This design comes from an exercise in tuning for small area, a short achievable clock period and few clock cycles per item on the open sky130 flow, not from production work. The RTL was checked by simulation tests, not by an equivalence proof against the original design. No activity file was given, so power comes from the tool's default toggle rates.

--- design/flow/standard.sh ---
#!/bin/bash
# synth_recipe.tcl (not shown) runs the flow's synth.tcl, then flattens the netlist and writes it again
# the make line also repeats each setting of config.mk as NAME=value (left out here)
make -C /OpenROAD-flow-scripts/flow DESIGN_CONFIG=/design/flow/config.mk WORK_HOME=/design/flow/orfs CLKGATE_MAP_FILE= SYNTH_SCRIPT=/design/flow/synth_recipe.tcl "${@:-finish}"
--- design/flow/constraint.sdc ---
create_clock -name core_clock -period 8.0 [get_ports {clk}]
set_input_delay 1.6000 -clock core_clock [delete_from_list [all_inputs] [get_ports {clk}]]
set_output_delay 1.6000 -clock core_clock [all_outputs]
set_load 0.01 [all_outputs]
--- design/flow/flow/run.sh ---
#!/bin/bash
# The standard layout (standard.sh: ORFS synthesis to final layout),
# with one change: the buffers ORFS puts on the input and output ports are
# the smallest buffer cell, sky130_fd_sc_hd__buf_1, instead of the cell
# buffer_ports picks by itself.  The full ORFS output is in standard.log,
# and each step's log under orfs/logs/.
set -e
echo "export BUFFER_PORTS_ARGS = -buffer_cell sky130_fd_sc_hd__buf_1" >> config.mk
bash standard.sh > standard.log 2>&1
--- design/flow/config.mk ---
export PLATFORM = sky130hd
export DESIGN_NAME = m17_viterbi
export DESIGN_NICKNAME = m17_viterbi
export VERILOG_FILES = /design/flow/design.v
export SDC_FILE = /design/flow/constraint.sdc
export NUM_CORES = 4
export LEC_CHECK = 0
export CAP_MARGIN = 20
export CORE_MARGIN = 2
export CORE_UTILIZATION = 55
export CTS_CLUSTER_DIAMETER = 117
export CTS_CLUSTER_SIZE = 22
export SETUP_SLACK_MARGIN = 4.8
export SLEW_MARGIN = 20
export BUFFER_PORTS_ARGS = -buffer_cell sky130_fd_sc_hd__buf_1
--- design/flow/design.v ---
module m17_viterbi (
    input  wire         clk,
    input  wire         rst,         
    input  wire         in_valid,
    output wire         in_ready,
    input  wire         in_scheme,   
    input  wire [4:0]   in_len,      
    input  wire [407:0] in_data,     
    output reg          out_valid,
    output wire [239:0] out_data     
);
    localparam NS  = 64;             
    localparam NB  = NS / 8;         
    localparam R   = 403;            
    localparam MW  = 4;              
    localparam K0  = NS - 2;         
    localparam [2:0] S_IDLE = 3'd0, S_RUN = 3'd1, S_MOVE = 3'd2,
                     S_FLR  = 3'd3, S_REW = 3'd4;
    reg [2:0]   st;
    reg         rdy;                 
    reg         sch;
    reg [4:0]   len;
    reg [7:0]   t;                   
    reg [7:0]   tlast;               
    reg [4:0]   col;                 
    reg [8:0]   qrem;                
    reg [R-1:0] cb;                  
    reg         fb;                  
    reg         fail;                
    reg [7:0]   plo;                 
    reg [3:0]   mst;                 
    reg         capv;
    reg [7:0]   jcap;
    reg [3:0]   scap;
    reg         pok;                 
    reg         warm;                
    assign in_ready = rdy;
    function punct1(input s, input [4:0] c);
        if (s == 1'b0)
            punct1 = ~c[0];
        else
            case (c)
                5'd2, 5'd5, 5'd8, 5'd11, 5'd14, 5'd17, 5'd19: punct1 = 1'b0;
                default: punct1 = 1'b1;
            endcase
    endfunction
    reg  p1a, p1b;                   
    reg  p1a_d, p1b_d;               
    wire [3:0] cbt_d;                
    wire s0a = cbt_d[3];
    wire s1a = cbt_d[2];
    wire s0b = p1a_d ? cbt_d[1] : cbt_d[2];
    wire s1b = p1a_d ? cbt_d[0] : cbt_d[1];
    reg [MW-1:0] pm [0:15];
    reg [MW-1:0] pmb [0:15];
    reg [15:0]   deca, decb;
    function ex0(input [3:0] s); ex0 = s[3] ^ s[0]; endfunction
    function ex1(input [3:0] s); ex1 = s[2] ^ s[1] ^ s[0]; endfunction
    function [1:0] bmv(input [1:0] e, input y0, input y1, input p);
        bmv = {1'b0, y0 ^ e[1]} + {1'b0, p & (y1 ^ e[0])};
    endfunction
    function [1:0] ecl(input x, input [3:0] s);
        ecl = {ex0(s) ^ x, ex1(s) ^ x};
    endfunction
    function [4:0] lt5(input [3:0] x);
        case (x)
            4'd0: lt5 = 5'b11000;
            4'd1: lt5 = 5'b10000;
            4'd2: lt5 = 5'b00000;
            4'd3: lt5 = 5'b00000;
            4'd4: lt5 = 5'b00000;
            4'd5: lt5 = 5'b00000;
            4'd6: lt5 = 5'b00000;
            4'd7: lt5 = 5'b00000;
            4'd8: lt5 = 5'b11111;
            4'd9: lt5 = 5'b11111;
            4'd10: lt5 = 5'b11111;
            4'd11: lt5 = 5'b11111;
            4'd12: lt5 = 5'b11111;
            4'd13: lt5 = 5'b11111;
            4'd14: lt5 = 5'b11110;
            4'd15: lt5 = 5'b11100;
        endcase
    endfunction
    function [8:0] lt9(input [3:0] x);
        case (x)
            4'd0: lt9 = 9'b111100000;
            4'd1: lt9 = 9'b111000000;
            4'd2: lt9 = 9'b110000000;
            4'd3: lt9 = 9'b100000000;
            4'd4: lt9 = 9'b000000000;
            4'd5: lt9 = 9'b000000000;
            4'd6: lt9 = 9'b000000000;
            4'd7: lt9 = 9'b000000000;
            4'd8: lt9 = 9'b111111111;
            4'd9: lt9 = 9'b111111111;
            4'd10: lt9 = 9'b111111111;
            4'd11: lt9 = 9'b111111111;
            4'd12: lt9 = 9'b111111110;
            4'd13: lt9 = 9'b111111100;
            4'd14: lt9 = 9'b111111000;
            4'd15: lt9 = 9'b111110000;
        endcase
    endfunction
    function [8:0] oh9(input [3:0] v);
        case (v)
            4'd12: oh9 = 9'b000000001;    
            4'd13: oh9 = 9'b000000010;
            4'd14: oh9 = 9'b000000100;
            4'd15: oh9 = 9'b000001000;
            4'd0:  oh9 = 9'b000010000;
            4'd1:  oh9 = 9'b000100000;
            4'd2:  oh9 = 9'b001000000;
            4'd3:  oh9 = 9'b010000000;
            4'd4:  oh9 = 9'b100000000;    
            default: oh9 = 9'b000000000;
        endcase
    endfunction
    reg [3:0] dv;
    reg [1:0] ba [0:3];
    reg [1:0] bb [0:3];
    reg [2:0] kk [0:15];             
    reg [2:0] kk_r [0:15];           
    reg [4:0] sela_d [0:3];
    reg [4:0] sela [0:3];            
    reg [4:0] sel2a_d [0:15];
    reg [4:0] sel2a [0:15];          
    reg [4:0] sel2b_d [0:3];
    reg [4:0] sel2b [0:3];           
    integer ci;
    always @* begin
        for (ci = 0; ci < 4; ci = ci + 1) begin
            ba[ci] = bmv(ci[1:0], s0a, s1a, p1a_d);
            bb[ci] = bmv(ci[1:0], s0b, s1b, p1b_d);
        end
        for (ci = 0; ci < 16; ci = ci + 1)
            kk[ci] = {1'b0, ba[ci[3:2]]} + {1'b0, bb[ci[1:0]]};
        for (ci = 0; ci < 4; ci = ci + 1) begin
            dv = {2'b00, ba[ci]} - {2'b00, ba[3 - ci]};
            sela_d[ci] = oh9(dv) >> 2;
            dv = {2'b00, bb[ci]} - {2'b00, bb[3 - ci]};
            sel2b_d[ci] = oh9(dv) >> 2;
        end
        for (ci = 0; ci < 16; ci = ci + 1) begin
            dv = {2'b00, ba[ci[3:2] ^ {ci[0], ci[0]}]}
               - {2'b00, ba[ci[3:2] ^ 2'b10 ^ {ci[1], ci[1]}]};
            sel2a_d[ci] = oh9(dv) >> 2;
        end
    end
    always @(posedge clk) begin
        for (ci = 0; ci < 16; ci = ci + 1)
            kk_r[ci] <= kk[ci];
        for (ci = 0; ci < 4; ci = ci + 1) begin
            sela[ci]  <= sela_d[ci];
            sel2b[ci] <= sel2b_d[ci];
        end
        for (ci = 0; ci < 16; ci = ci + 1)
            sel2a[ci] <= sel2a_d[ci];
    end
    reg [MW-1:0] d1 [0:7];
    reg [4:0]    ta [0:7];
    integer k, sp, a, b;
    always @* begin
        for (k = 0; k < 8; k = k + 1) begin
            d1[k] = pm[k | 8] - pm[k];
            ta[k] = lt5(d1[k]);
        end
        for (sp = 0; sp < 16; sp = sp + 1)
            deca[sp] = warm & |(ta[sp >> 1] & sela[ecl(1'b0, sp[3:0])]);
    end
    reg [MW-1:0] qd [0:15];          
    reg [8:0]    tq [0:15];          
    reg [4:0]    oa5, oz5;
    reg [8:0]    ohc;             
    reg [3:0]    gg;
    reg [3:0]    sa, sb;
    reg [MW-1:0] cd [0:3];           
    reg [MW-1:0] cs0, cs1;
    reg          d1a, d1b;
    integer bs, xx;
    always @* begin
        for (bs = 0; bs < 4; bs = bs + 1)
            for (a = 0; a < 2; a = a + 1)
                for (b = 0; b < 2; b = b + 1) begin
                    qd[{bs[1:0], a[0], b[0]}] = pm[{a[0], 1'b1, bs[1:0]}]
                                              - pm[{b[0], 1'b0, bs[1:0]}];
                    tq[{bs[1:0], a[0], b[0]}] = lt9(qd[{bs[1:0], a[0], b[0]}]);
                end
        for (sp = 0; sp < 16; sp = sp + 1) begin
            sa = {1'b0, sp[3:1]};
            sb = {1'b1, sp[3:1]};
            for (a = 0; a < 2; a = a + 1)
                for (b = 0; b < 2; b = b + 1) begin
                    oa5 = sel2a[{ecl(1'b0, sa), a[0], b[0]}];
                    oz5 = sel2b[ecl(1'b0, sp[3:0])];
                    ohc = ({4'd0, oa5       } & {9{oz5[0]}})
                        | ({3'd0, oa5, 1'd0} & {9{oz5[1]}})
                        | ({2'd0, oa5, 2'd0} & {9{oz5[2]}})
                        | ({1'd0, oa5, 3'd0} & {9{oz5[3]}})
                        | ({      oa5, 4'd0} & {9{oz5[4]}});
                    gg[{a[0], b[0]}] = |(tq[{sp[3:2], a[0], b[0]}] & ohc);
                end
            for (xx = 0; xx < 4; xx = xx + 1)
                cd[xx] = pm[{xx[1], xx[0], sp[3:2]}]
                       + {1'b0, kk_r[{ecl(xx[1], {xx[0], sp[3:1]}),
                                      ecl(xx[0], sp[3:0])}]};
            d1a = deca[sa];
            d1b = deca[sb];
            decb[sp] = warm & gg[{d1b, d1a}];
            cs0 = d1a ? cd[2] : cd[0];
            cs1 = d1b ? cd[3] : cd[1];
            pmb[sp] = decb[sp] ? cs1 : cs0;
        end
    end
    reg [15:0]   da_r, db_r;
    reg [NS-1:0] pth [0:15];
    reg [NS-1:0] pmid [0:15];
    integer s2;
    always @* begin
        for (s2 = 0; s2 < 16; s2 = s2 + 1)
            pmid[s2] = da_r[s2] ? {pth[(s2 >> 1) | 8][NS-2:0], 1'b1}
                                : {pth[s2 >> 1][NS-2:0], 1'b0};
    end
    always @(posedge clk) begin
        for (s2 = 0; s2 < 16; s2 = s2 + 1)
            pth[s2] <= db_r[s2] ? {pmid[(s2 >> 1) | 8][NS-2:0], 1'b1}
                                : {pmid[s2 >> 1][NS-2:0], 1'b0};
    end
    reg        xv, cv;
    reg [7:0]  xt;
    reg [9:0]  ck;               
    reg [9:0]  lim;                        
    wire [15:0] oa, ob1;
    genvar gs;
    generate
        for (gs = 0; gs < 16; gs = gs + 1) begin : g_old
            assign oa[gs]  = pth[gs][K0-3];
            assign ob1[gs] = pth[gs][K0-4];
        end
    endgenerate
    wire agree_a = (oa  == 16'h0000) | (oa  == 16'hffff);
    wire agree_b = (ob1 == 16'h0000) | (ob1 == 16'hffff);
    reg  c_in;                       
    wire c_bad_a = c_in & ~agree_a & ~fb;
    wire c_bad_b = c_in & ~agree_b & ~fb;
    wire c_bad   = c_bad_a | c_bad_b;
    reg          fl_req;             
    reg          fl_req1;
    reg          fl_req_fin;
    reg          fl_req_mst;         
    reg [4:0]    fl_req_top;
    reg [15:0]   fl;                 
    reg          fl_busy, fl_fin;    
    reg [1:0]    fl_k;
    reg [5:0]    fl_byte_r;
    reg          fl_act;
    reg [5:0]    fl_byte;            
    reg [15:0]   fl_d;
    always @* begin
        fl_act  = fl_req | fl_busy;
        fl_byte = fl_req ? {1'b0, fl_req_top} - 6'd6 : fl_byte_r;
        case (fl_req ? 2'd0 : fl_k)
            2'd0:    fl_d = pth[0][63:48];
            2'd1:    fl_d = pth[0][49:34];
            2'd2:    fl_d = pth[0][35:20];
            default: fl_d = fl;
        endcase
    end
    reg  [239:0] obuf;
    assign out_data = obuf;
    reg          clr;
    reg  [7:0]   stg;                
    wire         c_wr = c_in & ~fb;
    reg  [29:0]  w_byte;
    reg  [7:0]   w_even, w_odd;
    integer jb;
    always @* begin
        w_byte = 30'd0;
        w_even = 8'd0;
        w_odd  = 8'd0;
        if (clr) begin
            w_byte = {30{1'b1}};
        end else if (fl_act) begin
            for (jb = 0; jb < 30; jb = jb + 1)
                if (fl_byte == jb || fl_byte - 6'd1 == jb) w_byte[jb] = 1'b1;
            if (fl_byte[0]) begin
                w_odd  = fl_d[7:0];
                w_even = fl_d[15:8];
            end else begin
                w_even = fl_d[7:0];
                w_odd  = fl_d[15:8];
            end
        end else if (c_wr && ck[2:1] == 2'b11) begin
            for (jb = 0; jb < 30; jb = jb + 1)
                if (ck[7:3] == jb) w_byte[jb] = 1'b1;
            w_even = {stg[7:2], oa[0], ob1[0]};
            w_odd  = {stg[7:2], oa[0], ob1[0]};
        end
    end
    integer jo;
    always @(posedge clk) begin
        for (jo = 0; jo < 240; jo = jo + 1)
            if (w_byte[jo / 8])
                obuf[jo] <= ((jo / 8) % 2) ? w_odd[jo % 8] : w_even[jo % 8];
        case (ck[2:1])
            2'd0: stg[7:6] <= {oa[0], ob1[0]};
            2'd1: stg[5:4] <= {oa[0], ob1[0]};
            2'd2: stg[3:2] <= {oa[0], ob1[0]};
            default: ;
        endcase
    end
    reg  last;                       
    wire last1  = (t + 8'd3 == tlast);
    wire chk    = (t + 8'd7 <= tlast);       
    wire fail_n = fail | c_bad;
    wire [4:0] col_max = sch ? 5'd18 : 5'd28;
    wire [4:0] col2    = (col == col_max) ? 5'd0 : col + 5'd2;
    reg        nr3;                  
    wire       sh3 = (st == S_RUN) ? ~(p1a & p1b) : nr3;
    wire [8:0] qinc  = sh3 ? 9'd3 : 9'd4;
    wire [8:0] qnext = (qrem > qinc) ? qrem - qinc : qrem + (R - qinc);
    wire       qhome = (qrem == 9'd3) | (qrem == 9'd4);   
    wire [9:0] jnext = {2'b00, tlast} - (NS - 8);
    wire [9:0] jlow  = {2'b00, tlast} - (NS - 1);
    wire       fb_fin = jlow[9] | (jlow[8:0] <= {1'b0, plo});
    wire [9:0] ck_n = {2'b00, xt} - K0;
    always @* begin
        p1a_d = p1a;
        p1b_d = p1b;
        if (st == S_IDLE) begin
            p1a_d = 1'b1;
            p1b_d = in_scheme;
        end else if (st == S_RUN) begin
            if (last) begin
                p1a_d = 1'b1;
                p1b_d = rdy ? in_scheme : sch;
            end else begin
                p1a_d = punct1(sch, col2);
                p1b_d = punct1(sch, col2 + 5'd1);
            end
        end
    end
    assign cbt_d = rdy ? {in_data[7], in_data[6], in_data[5], in_data[4]}
                 : sh3 ? cb[R-4:R-7] : cb[R-5:R-8];
    integer i;
    always @(posedge clk) begin
        p1a <= p1a_d;
        p1b <= p1b_d;
        last <= (st == S_RUN) & last1 & ~rst;
        if (rdy) begin
            for (i = 0; i < R; i = i + 1)
                cb[R-1-i] <= in_data[8*(i/8) + 7 - (i%8)];
            qrem <= R;
            nr3  <= 1'b0;
        end else begin
            cb   <= sh3 ? {cb[R-4:0], cb[R-1:R-3]} : {cb[R-5:0], cb[R-1:R-4]};
            qrem <= qnext;
            nr3  <= (qnext == 9'd1 || qnext == 9'd2 || qnext == 9'd3 ||
                     qnext == 9'd6 || qnext == 9'd9);
        end
        for (i = 0; i < 16; i = i + 1)
            pm[i] <= pmb[i];
        da_r  <= deca;
        db_r  <= decb;
        xv    <= 1'b0;
        xt    <= t;
        cv    <= xv;
        ck    <= ck_n;
        c_in  <= xv & ~ck_n[9] & ~lim[9] & (ck_n[8:0] < lim[8:0]);   
        if (c_bad && !fail) plo <= c_bad_a ? ck[7:0] : ck[7:0] + 8'd1;
        pok <= c_in & ~c_bad;
        if (c_bad) begin
            capv <= 1'b0;
        end else if (c_in && !fb && ck[2:1] == 2'b11 && pok && !capv) begin
            capv <= 1'b1;
            jcap <= ck[7:0] + 8'd1;
            scap <= {stg[3:2], oa[0], ob1[0]};
        end
        fail  <= fail_n;
        fl_req1 <= 1'b0;
        fl_req  <= fl_req1 | (st == S_FLR);
        if (fl_req) begin
            fl        <= pth[0][15:0];
            fl_busy   <= 1'b1;
            fl_fin    <= fl_req_fin;
            fl_k      <= 2'd1;
            fl_byte_r <= fl_byte + 6'd2;
            if (fl_req_mst)
                mst <= {pth[0][NS-5], pth[0][NS-6], pth[0][NS-7], pth[0][NS-8]};
        end else begin
            fl_byte_r <= fl_byte_r + 6'd2;
            fl_k      <= fl_k + 2'd1;
            if (fl_k == 2'd3) fl_busy <= 1'b0;
        end
        out_valid <= fl_busy & fl_fin & (fl_k == 2'd3);
        clr       <= fl_busy & fl_fin & (fl_k == 2'd3);
        case (st)
            S_IDLE: begin
                t    <= 8'd0;
                col  <= 5'd0;
                warm <= 1'b0;
                if (in_valid) begin
                    sch   <= in_scheme;
                    len   <= in_len;
                    tlast <= {in_len, 3'b000} + 8'd3;
                    lim   <= {2'b00, in_len, 3'b000} - NS;
                    fail  <= 1'b0;
                    capv  <= 1'b0;
                    fb    <= 1'b0;
                    rdy   <= 1'b0;
                    st    <= S_RUN;
                end
            end
            S_RUN: begin
                xv   <= chk;
                t    <= t + 8'd2;
                col  <= col2;
                if (t == 8'd2) warm <= 1'b1;
                rdy  <= last1 & ~fb & ~fail_n;
                if (last) begin
                    t    <= 8'd0;
                    col  <= 5'd0;
                    warm <= 1'b0;
                    if (!fb) begin
                        fl_req1    <= 1'b1;
                        fl_req_top <= len - 5'd1;
                        fl_req_fin <= rdy;
                        fl_req_mst <= ~capv;
                        if (rdy) begin
                            if (in_valid) begin
                                sch   <= in_scheme;
                                len   <= in_len;
                                tlast <= {in_len, 3'b000} + 8'd3;
                                lim   <= {2'b00, in_len, 3'b000} - NS;
                                fail  <= 1'b0;
                                capv  <= 1'b0;
                                rdy   <= 1'b0;
                            end else begin
                                rdy   <= 1'b1;
                                st    <= S_IDLE;
                            end
                        end else begin
                            fb    <= 1'b1;
                            tlast <= capv ? jcap : {len, 3'b000} - (NS - 7);
                            if (capv) mst <= scap;
                            st    <= S_REW;
                        end
                    end else begin
                        st   <= S_MOVE;
                        warm <= 1'b1;
                    end
                end
            end
            S_MOVE: begin
                da_r <= {16{mst[3]}};
                db_r <= {16{mst[2]}};
                mst  <= {mst[1:0], 2'b00};
                warm <= 1'b0;
                if (!warm) st <= S_FLR;
            end
            S_FLR: begin
                fl_req_top <= tlast[7:3];
                fl_req_fin <= fb_fin;
                fl_req_mst <= 1'b1;
                if (fb_fin) begin
                    rdy <= 1'b1;
                    st  <= S_IDLE;
                end else begin
                    tlast <= jnext[7:0];
                    st    <= S_REW;
                end
            end
            S_REW: begin
                if (qhome) st <= S_RUN;
            end
            default: st <= S_IDLE;
        endcase
        if (rst) begin
            st        <= S_IDLE;
            rdy       <= 1'b1;
            fl_busy   <= 1'b0;
            fl_req    <= 1'b0;
            fl_req1   <= 1'b0;
            out_valid <= 1'b0;
            clr       <= 1'b1;
            xv        <= 1'b0;
            cv        <= 1'b0;
            c_in      <= 1'b0;
        end
    end
endmodule
==> results.ini, run 1 <==
[sta]
slew_headroom_pct = 20.1
grt_setup_unrepaired = true
hold_viol_final = 0
finalSetupViolCount = 0
fin_tns_setup_ns = 0
fin_skew_ns = 0.0381
fmax_ghz = 0.289
tightestPinTransition_ns = 1.19
slew_violations = 0
min_period_ns = 3.46
finalCritPeriodShare_pct = 43.2
setup_slack_ns = 4.54

[status]
outcome = complete, no violations

[clock_network]
hold_buffers = 0
clock_latency_ns = 0.81
numCtsBuffers = 101
path_clk_slew_ns = 0.10
clockRootBuffer = clkbuf_16
clockBufferDepth = 3
clock-sinks = 1968
cts_tree = built
htreeDepth = 3

[cells_and_area]
nNetsFinal = 12013
drive_gt1_share_pct = 16.3
syn_to_final_growth_pct = 14.7
fillers = 14988

[route]
vias_per_cell = 6.23
wire_per_inst_um = 25.4
ant_nets = 0
drc = 0
vias = 84401
totalWireLength_mm = 345
drtIter0Drc = 9431
drt-pass1-iter-count = 12

[setup_path]
crit_fanout = 5
worstPathArrival_ns = 4.16
crit_path_max_incr_delay_ns = 0.57
cp_slowest_cell = fa_2
crit_top_cell = inv_1
crit_family = adder cells
worstPathCellList = ha_2 > inv_1 > xnor2_2 > o21a_1 > o21ai_1 > o31a_4 > mux2i_4 > and3_4 > buf_4 > ha_4 > inv_1 > fa_2 > inv_1
crit_path_end_kind = flip-flop
criticalPathCategory = flip-flop to flip-flop
start_kind = flip-flop
critPathRequiredTime_ns = 8.70
critical_path.n_buffers_inverters = 4

[placement]
place_hpwl_mm = 232
pre_cts_ws_ns = 2.73
port_buffers = 653
gp_congestion = 1.00

[yosys]
synth_top_area_cell = dfxtp_1
synth_edf_count = 321
synth_top_area_share_pct = 33.3
ys_warn_count = 20
synth_cell_types = 104
synthCells = 10613
netlist_area_um2 = 99100
syn_avg_cell_area_um2 = 9.34
ys_seq_elements = 1968
synth_area_leaders = dfxtp_1 33%, mux2i_1 10%, edfxtp_1 9.7%, a21oi_1 6.5%, mux2_2 5.7%
ys.flop_type = dfxtp_1
async_flop_share_pct = 0
yosysSeqAreaShare_pct = 43.0

[floorplan]
dieArea_um2 = 184000
die_w_um = 428
io-pin-count = 659
die_y_um = 428
start_util_pct = 55.4
rows = 155
core-area_um2 = 179000

[min_path]
hold_class = flip-flop to flip-flop

[run]
cap_violations = 0

[power_and_ir_drop]
ir_worst_vdd_mv = 0.439
pwr_density_cell_nw_per_um2 = 538
p_leak_nw = 44.1

[global_route]
grt_first_pass_wirelength_mm = 503
grt_max_degree = 221
grt_overflow = 0
grt_use_total_pct = 35.6
antenna_found_initial = 39
grt_pass1_vias = 80760

==> what timing repair did <==
item,in CTS,in global routing
buffers inserted,265,108
endpoints found under the hold margin,0,0
pin swaps,162,155
cloned,5,5
gates resized for setup,596,329
setup endpoints to repair,755,488
==> cells by family after synthesis <==
| kind of cell | synth area share, % |
|---|---|
| AO/OA/AOI/OAI | 17.3 |
| adder cells (fa/ha/maj) | 6.74 |
| flip-flops | 43.0 |
| multiplexers | 16.1 |
| other | 0.00379 |
| XOR/XNOR | 2.34 |
| AND/OR/NAND/NOR | 10.3 |
| buffers and inverters | 4.22 |
==> per-stage QoR <==
stage                     instance area (µm²)  cells  hold slack [ns]  util [%]  total power, mW
after global routing                   114000  13557            0.431      63.6             64.4
after global placement                 103000  13004            0.414      57.7             45.4
after detailed placement               103000  13004            0.408      57.7             45.9
after floorplan                         99500  10624            0.329         -             36.4
final                                  114000  13558            0.430      63.6             61.2
after CTS                              111000  13421            0.430      62.1             57.0
==> area by class of cell <==
| class | count | area (µm²) | share of cell area [%] |
|---|---|---|---|
| Tap cell | 2355 | 2950 | 2.59 |
| Clock inverter | 11 | 205 | 0.181 |
| Clock buffer | 136 | 2680 | 2.36 |
| Antenna cell | 24 | 60.1 | 0.0529 |
| Inverter | 279 | 1200 | 1.06 |
| Multi-Input combinational cell | 7601 | 56300 | 49.6 |
| Timing Repair Buffer | 1184 | 7300 | 6.42 |
| Sequential cell | 1968 | 42900 | 37.8 |
==> layer usage <==
layer	vias to the layer above	routed length [µm]	track usage, %
met5	-	241	0.312
met4	28	16400	15.4
met3	851	28100	6.53
met2	3844	160000	58.3
met1	40824	140000	45.9
li1	38854	-	-
==> cell usage after synthesis, drive strengths merged (39+ instances only) <==
master,number
nor2,1156
o21ai,706
dfxtp,1647
a22oi,212
mux2,516
ha,352
nand2,845
o22ai,50
nand3,104
a222oi,83
a31oi,67
a21oi,1296
fa,109
nor3,64
a22o,39
mux2i,1010
a21o,107
buf,230
clkbuf,551
nor2b,45
inv,278
xor2,118
edfxtp,321
xnor2,147
==> cells in the final DEF (no fill, tap or decap), types with 21 or more instances in the layout <==
| master | instances |
|---|---|
| dfxtp_1 | 1553 |
| nor2_1 | 1139 |
| diode_2 | 24 |
| nor2b_1 | 38 |
| inv_2 | 26 |
| dfxtp_4 | 80 |
| o22ai_1 | 41 |
| o21ai_1 | 36 |
| o21ai_0 | 650 |
| ha_1 | 277 |
| ha_4 | 62 |
| and3_1 | 31 |
| buf_12 | 34 |
| nand2_1 | 822 |
| xor2_1 | 96 |
| a21oi_1 | 1265 |
| buf_6 | 72 |
| nor3_1 | 52 |
| buf_1 | 653 |
| mux2_2 | 499 |
| clkinvlp_4 | 22 |
| clkbuf_1 | 34 |
| fa_1 | 69 |
| a22oi_1 | 208 |
| nand4_1 | 23 |
| a21o_1 | 105 |
| fa_2 | 40 |
| a31oi_1 | 49 |
| nand3_1 | 96 |
| a211oi_1 | 21 |
| buf_4 | 412 |
| inv_1 | 213 |
| mux2i_1 | 992 |
| a22o_1 | 38 |
| a21oi_2 | 23 |
| nand2b_1 | 24 |
| edfxtp_1 | 321 |
| xnor2_1 | 125 |
| clkbuf_16 | 104 |
| a222oi_1 | 83 |
==> registers in the layout (all words and copies together) (netlist names), 5 cells and up <==
signal / flops
cb: 403
ck: 7
col: 5
da_r: 16
db_r: 16
fl: 16
fl_byte_r: 6
fl_req_top: 5
jcap: 7
kk_r: 48
len: 5
obuf: 240
plo: 8
pm: 64
pth: 970
qrem: 9
sel2a: 38
sel2b: 20
sela: 20
stg: 6
t: 7
tlast: 8
xt: 7
==> final timing paths <==
path / cells after the start / to / start / slack (ns)
max: 13 / kk_r[11][1] / col[1] / 4.54
min reg2reg: 0 / fl_fin / fl_req_fin / 0.43
max reg2reg: 13 / kk_r[11][1] / col[1] / 4.54
min: 0 / fl_fin / fl_req_fin / 0.43
==> worst register-to-register path: cells and delay by family, from the launching register on <==
| family | cells | cell delay (ns) |
|---|---|---|
| adder cells (fa/ha/maj) | 3 | 1.17 |
| AO/OA/AOI/OAI | 3 | 0.61 |
| flip-flops | 1 | 0.42 |
| buffers and inverters | 4 | 0.41 |
| multiplexers | 1 | 0.34 |
| AND/OR/NAND/NOR | 1 | 0.26 |
| XOR/XNOR | 1 | 0.17 |
==> power breakdown <==
part | leakage (nW) | internal, mW | total, mW | switching [mW]
registers | 17.1 | 14.0 | 17.8 | 3.88
clock network | 1.39 | 2.38 | 5.69 | 3.30
logic | 25.6 | 16.3 | 37.6 | 21.3
Testbench counts, summed over its fixed seeds: cycles 17,265, items 192.
==> inputs of run 2 (changes only) <==
--- a/design/flow/design.v
+++ b/design/flow/design.v
@@ -13,6 +13,8 @@
     localparam NB  = NS / 8;         
     localparam R   = 403;            
     localparam MW  = 4;              
+    localparam [29:0] PAT0 = 30'h15555555;
+    localparam [29:0] PAT1 = 30'h0005b6db;
     localparam K0  = NS - 2;         
     localparam [2:0] S_IDLE = 3'd0, S_RUN = 3'd1, S_MOVE = 3'd2,
                      S_FLR  = 3'd3, S_REW = 3'd4;
@@ -23,6 +25,7 @@
     reg [7:0]   t;                   
     reg [7:0]   tlast;               
     reg [4:0]   col;                 
+    reg [29:0]  pr;                  
     reg [8:0]   qrem;                
     reg [R-1:0] cb;                  
     reg         fb;                  
@@ -335,8 +338,8 @@
                 p1a_d = 1'b1;
                 p1b_d = rdy ? in_scheme : sch;
             end else begin
-                p1a_d = punct1(sch, col2);
-                p1b_d = punct1(sch, col2 + 5'd1);
+                p1a_d = pr[2];
+                p1b_d = pr[3];
             end
         end
     end
@@ -346,6 +349,13 @@
     always @(posedge clk) begin
         p1a <= p1a_d;
         p1b <= p1b_d;
+        if (st == S_IDLE)
+            pr <= in_scheme ? PAT1 : PAT0;
+        else if (st == S_RUN)
+            if (last)
+                pr <= (rdy ? in_scheme : sch) ? PAT1 : PAT0;
+            else
+                pr <= sch ? {10'd0, pr[1:0], pr[19:2]} : {pr[1:0], pr[29:2]};
         last <= (st == S_RUN) & last1 & ~rst;
         if (rdy) begin
             for (i = 0; i < R; i = i + 1)
--- a/design/flow/config.mk
+++ b/design/flow/config.mk
@@ -8,8 +8,6 @@
 export CAP_MARGIN = 20
 export CORE_MARGIN = 2
 export CORE_UTILIZATION = 55
-export CTS_CLUSTER_DIAMETER = 117
-export CTS_CLUSTER_SIZE = 22
 export SETUP_SLACK_MARGIN = 4.8
 export SLEW_MARGIN = 20
 export BUFFER_PORTS_ARGS = -buffer_cell sky130_fd_sc_hd__buf_1
==> run 2 against run 1 <==
- clock power is 76% higher
- non-clock buffer count down 17
- still clean
- design area grew 4.5%
- critical path depth is the same
- maximum frequency rose by 2.8%
- largest cell class unchanged
- sequential power increased by 3%
- critical path type unchanged
- sequential share of layout area shrank 1.0 points
- sequential cell count grew 23
- first-iteration DRC count shrank 14%
- combinational power up 2%
- global-route usage is 0.55 points lower
- worst setup slack improved by 0.096 ns
==> results.ini, run 2 <==
[status]
outcome = complete, no violations

[global_route]
grt_max_degree = 129  ; -42%
antenna_found_initial = 8  ; -79%
grt_overflow = 0  ; unchanged
grt_first_pass_wirelength_mm = 498  ; -1.0%
grt_use_total_pct = 35.0  ; -0.55 points
grt_pass1_vias = 81667  ; +1.1%

[yosys]
async_flop_share_pct = 0  ; unchanged
netlist_area_um2 = 99700  ; +0.62%
ys_warn_count = 20  ; unchanged
synth_edf_count = 346  ; +7.8%
synth_cell_types = 100  ; -3.8%
synthCells = 10675  ; +0.58%
synth_top_area_cell = dfxtp_1
ys.flop_type = dfxtp_1
syn_avg_cell_area_um2 = 9.34  ; about the same
synth_area_leaders = dfxtp_1 33%, edfxtp_1 10%, mux2i_1 10%, a21oi_1 6.5%, mux2_2 5.7%
yosysSeqAreaShare_pct = 43.5  ; +0.45 points
synthMostInstantiatedCell = dfxtp_1
ys_seq_elements = 1991  ; +1.2%
synth_common_cells = 1,645 x dfxtp_1, 1,301 x a21oi_1, 1,222 x nor2_1
synth_top_area_share_pct = 33.0  ; -0.24 points

[setup_path]
r2r_start = pm[9][0]
regToRegSetupSlack_ns = 4.64  ; +0.10 ns
worstPathArrival_ns = 4.12  ; -0.04 ns
start_kind = flip-flop
crit_path_end_kind = flip-flop
reg2reg_depth = 13  ; unchanged
critPathRequiredTime_ns = 8.76  ; +0.06 ns
r2r_end = pm[7][3]
criticalPathCategory = flip-flop to flip-flop
crit_fanout = 5  ; unchanged

[sta]
min_period_ns = 3.36  ; -0.0957 ns
tightestPinTransition_ns = 1.27  ; +0.0780 ns
fin_skew_ns = 0.0475  ; +0.00941 ns
slew_headroom_pct = 15.1  ; -5.0 points
grt_setup_unrepaired = true
finalSetupViolCount = 0  ; unchanged
slew_violations = 0  ; unchanged
hold_viol_final = 0  ; unchanged
finalCritPeriodShare_pct = 42.0  ; -1.2 points
fmax_ghz = 0.297  ; +2.8%
setup_slack_ns = 4.64  ; +0.0957 ns
fin_tns_setup_ns = 0  ; unchanged

[clock_network]
htreeDepth = 4  ; +1
cts_tree = built
clockRootBuffer = clkbuf_16
path_clk_slew_ns = 0.07  ; -0.03 ns
clock_latency_ns = 0.86  ; +0.05 ns
hold_buffers = 0  ; unchanged
numCtsBuffers = 205  ; +100%
clock-sinks = 1991  ; +1.2%
clockBufferDepth = 3  ; unchanged

[route]
drc = 0  ; unchanged
vias_per_cell = 6.13  ; -1.6%
totalWireLength_mm = 339  ; -1.6%
vias = 84788  ; +0.46%
drtIter0Drc = 8096  ; -14%
drt-pass1-iter-count = 10  ; -2
ant_nets = 0  ; unchanged
wire_per_inst_um = 24.5  ; -3.6%

[floorplan]
core-area_um2 = 180000  ; +0.86%
die_w_um = 430  ; +0.30%
dieArea_um2 = 185000  ; +0.61%
rows = 156  ; +0.65%
die_y_um = 430  ; +0.30%
io-pin-count = 659  ; unchanged
start_util_pct = 55.3  ; -0.14 points

[cells_and_area]
drive_gt1_share_pct = 18.1  ; +1.7 points
largest_reg_flops = 970  ; unchanged
syn_to_final_growth_pct = 19.1
fillers = 14525  ; -3.1%
nNetsFinal = 12155  ; +1.2%
top_regs = pth (970), cb (403), obuf (240)
final_common_cell = dfxtp_1
final_cell_mix = 1,557 x dfxtp_1, 1,264 x a21oi_1, 1,191 x nor2_1, 999 x mux2i_1, 806 x nand2_1
top_register = pth

[placement]
port_buffers = 653  ; unchanged
gp_congestion = 0.983  ; -2.1%
pre_cts_ws_ns = 2.91  ; +0.180 ns
place_hpwl_mm = 222  ; -4.5%

[min_path]
worstHoldPathCells = 1  ; +1
hold_class = flip-flop to flip-flop
hp-start = fl_k[0]
min_to = fl_k[0]

[power_and_ir_drop]
pwr_density_cell_nw_per_um2 = 563  ; +4.7%
p_leak_nw = 46.9  ; +6.4%
ir_worst_vdd_mv = 0.455  ; +3.7%

[run]
cap_violations = 0  ; unchanged

==> run 2: cell count changes in the layout (fill, tap and decap cells not counted), sizes merged, moves of 17 or more <==
cell,before,now
a22oi,212,188
bufinv,0,19
clkbuf,138,297
clkinv,8,61
edfxtp,321,346
nand3,104,121
nor2,1156,1223
==> run 2: final cells by class <==
| class | instances | area (µm²) | share of cell area [%] |
|---|---|---|---|
| Antenna cell | 11 | 27.5 | 0.0232 |
| Clock buffer | 295 | 5940 | 5.00 |
| Clock inverter | 92 | 1210 | 1.02 |
| Inverter | 258 | 1140 | 0.964 |
| Multi-Input combinational cell | 7656 | 56700 | 47.7 |
| Sequential cell | 1991 | 43600 | 36.7 |
| Tap cell | 2370 | 2970 | 2.50 |
| Timing Repair Buffer | 1167 | 7190 | 6.06 |
==> run 2: worst max-delay path by stage <==
stage,slack (ns),from,cells after the start,end
3_3_place_gp,2.93,pm[8][1],10,pm[1][1]
4_1_cts,4.70,st[1],14,nr3
2_1_floorplan,4.35,in_scheme,12,kk_r[14][1]
5_1_grt,4.57,st[2],16,nr3
6_report,4.64,pm[9][0],13,pm[7][3]
3_5_place_dp,2.91,pm[8][1],10,pm[1][1]
==> run 2: stage by stage <==
| step | cells | util, % | area, µm² | hold slack [ns] | power, mW |
|---|---|---|---|---|---|
| global route | 13833 | 65.8 | 119000 | 0.425 | 70.4 |
| floorplan | 10686 | - | 100000 | 0.329 | 37.4 |
| global placement | 13044 | 57.4 | 104000 | 0.379 | 46.1 |
| detailed placement | 13044 | 57.4 | 104000 | 0.383 | 46.6 |
| finish | 13840 | 65.9 | 119000 | 0.397 | 66.9 |
| CTS | 13692 | 64.0 | 115000 | 0.398 | 61.9 |
==> run 2: repair_timing <==
| item | CTS | global route |
|---|---|---|
| gates cloned | 2 | 2 |
| pin swaps | 149 | 232 |
| setup buffers | 259 | 135 |
| resized for setup | 555 | 461 |
| endpoints found under the setup margin | 729 | 255 |
==> run 2: worst max-delay path, stage by stage, from the launching register on <==
cell and delay (ns):
dfxtp_4 0.43, inv_1 0.06, ha_2 0.18, fa_2 0.38, xor2_4 0.22, buf_6 0.14, nand3_2 0.10, a32oi_4 0.31
o21ai_2 0.12, buf_12 0.19, a21o_1 0.20, o22ai_4 0.23, o32a_1 0.37, mux2i_1 0.33
==> run 2: report_power, final <==
group / internal (mW) / switching [mW]
registers: 14.5 / 3.96
clock network: 5.81 / 4.18
logic: 16.8 / 21.7
==> run 2: cells by family (layout without fill, tap and decap cells) <==
logic type	Yosys count	after routing	share of synthesized area [%]
compound gates	2836	2836	16.9
simple gates	2555	2555	10.7
flops	1991	1991	43.5
mux	1523	1524	15.9
buf+inv	1041	1812	4.04
fa+ha+maj	466	466	6.66
xor+xnor	262	263	2.32
other cells	1	23	0.00376
==> run 2: layer usage <==
layer / up-vias / track usage, % / wire [µm]
met2: 3930 / 57.1 / 157000
met4: 6 / 20.3 / 22000
li1: 39250 / - / -
met5: - / 0 / 46
met3: 985 / 5.76 / 25400
met1: 40617 / 43.9 / 135000
Testbench counts of run 2, summed over its fixed seeds: cycles 17,265, items 192.

==> re-timing with driven ports <==
How much do the figures lean on ideal ports? The routed layouts below were timed once more, with nothing changed but the port constraints. Step 1 assumes that a clkbuf_16 drives the clock port and a buf_2 every other input. Step 2 times the ports against the registers' clock, not the clock port: input delays grow and output delays shrink by t, the midpoint of the rising clock arrivals with the driver on. Slacks: ideal / step 1 / step 2; pairs: ideal / step 1.
run | shift t [ns] | setup slack, ns | worst hold slack (ns)
run 1 | 0.889 | 4.542 / 4.542 / 3.932 | 0.430 / 0.430 / 0.430
run 2 | 0.942 | 4.638 / 4.638 / 3.819 | 0.397 / 0.397 / 0.397
After both steps every run listed still meets setup and hold. For run 2, which loses most, drivers alone change the setup slack by 0.000 ns; drivers and shift together by -0.819 ns.
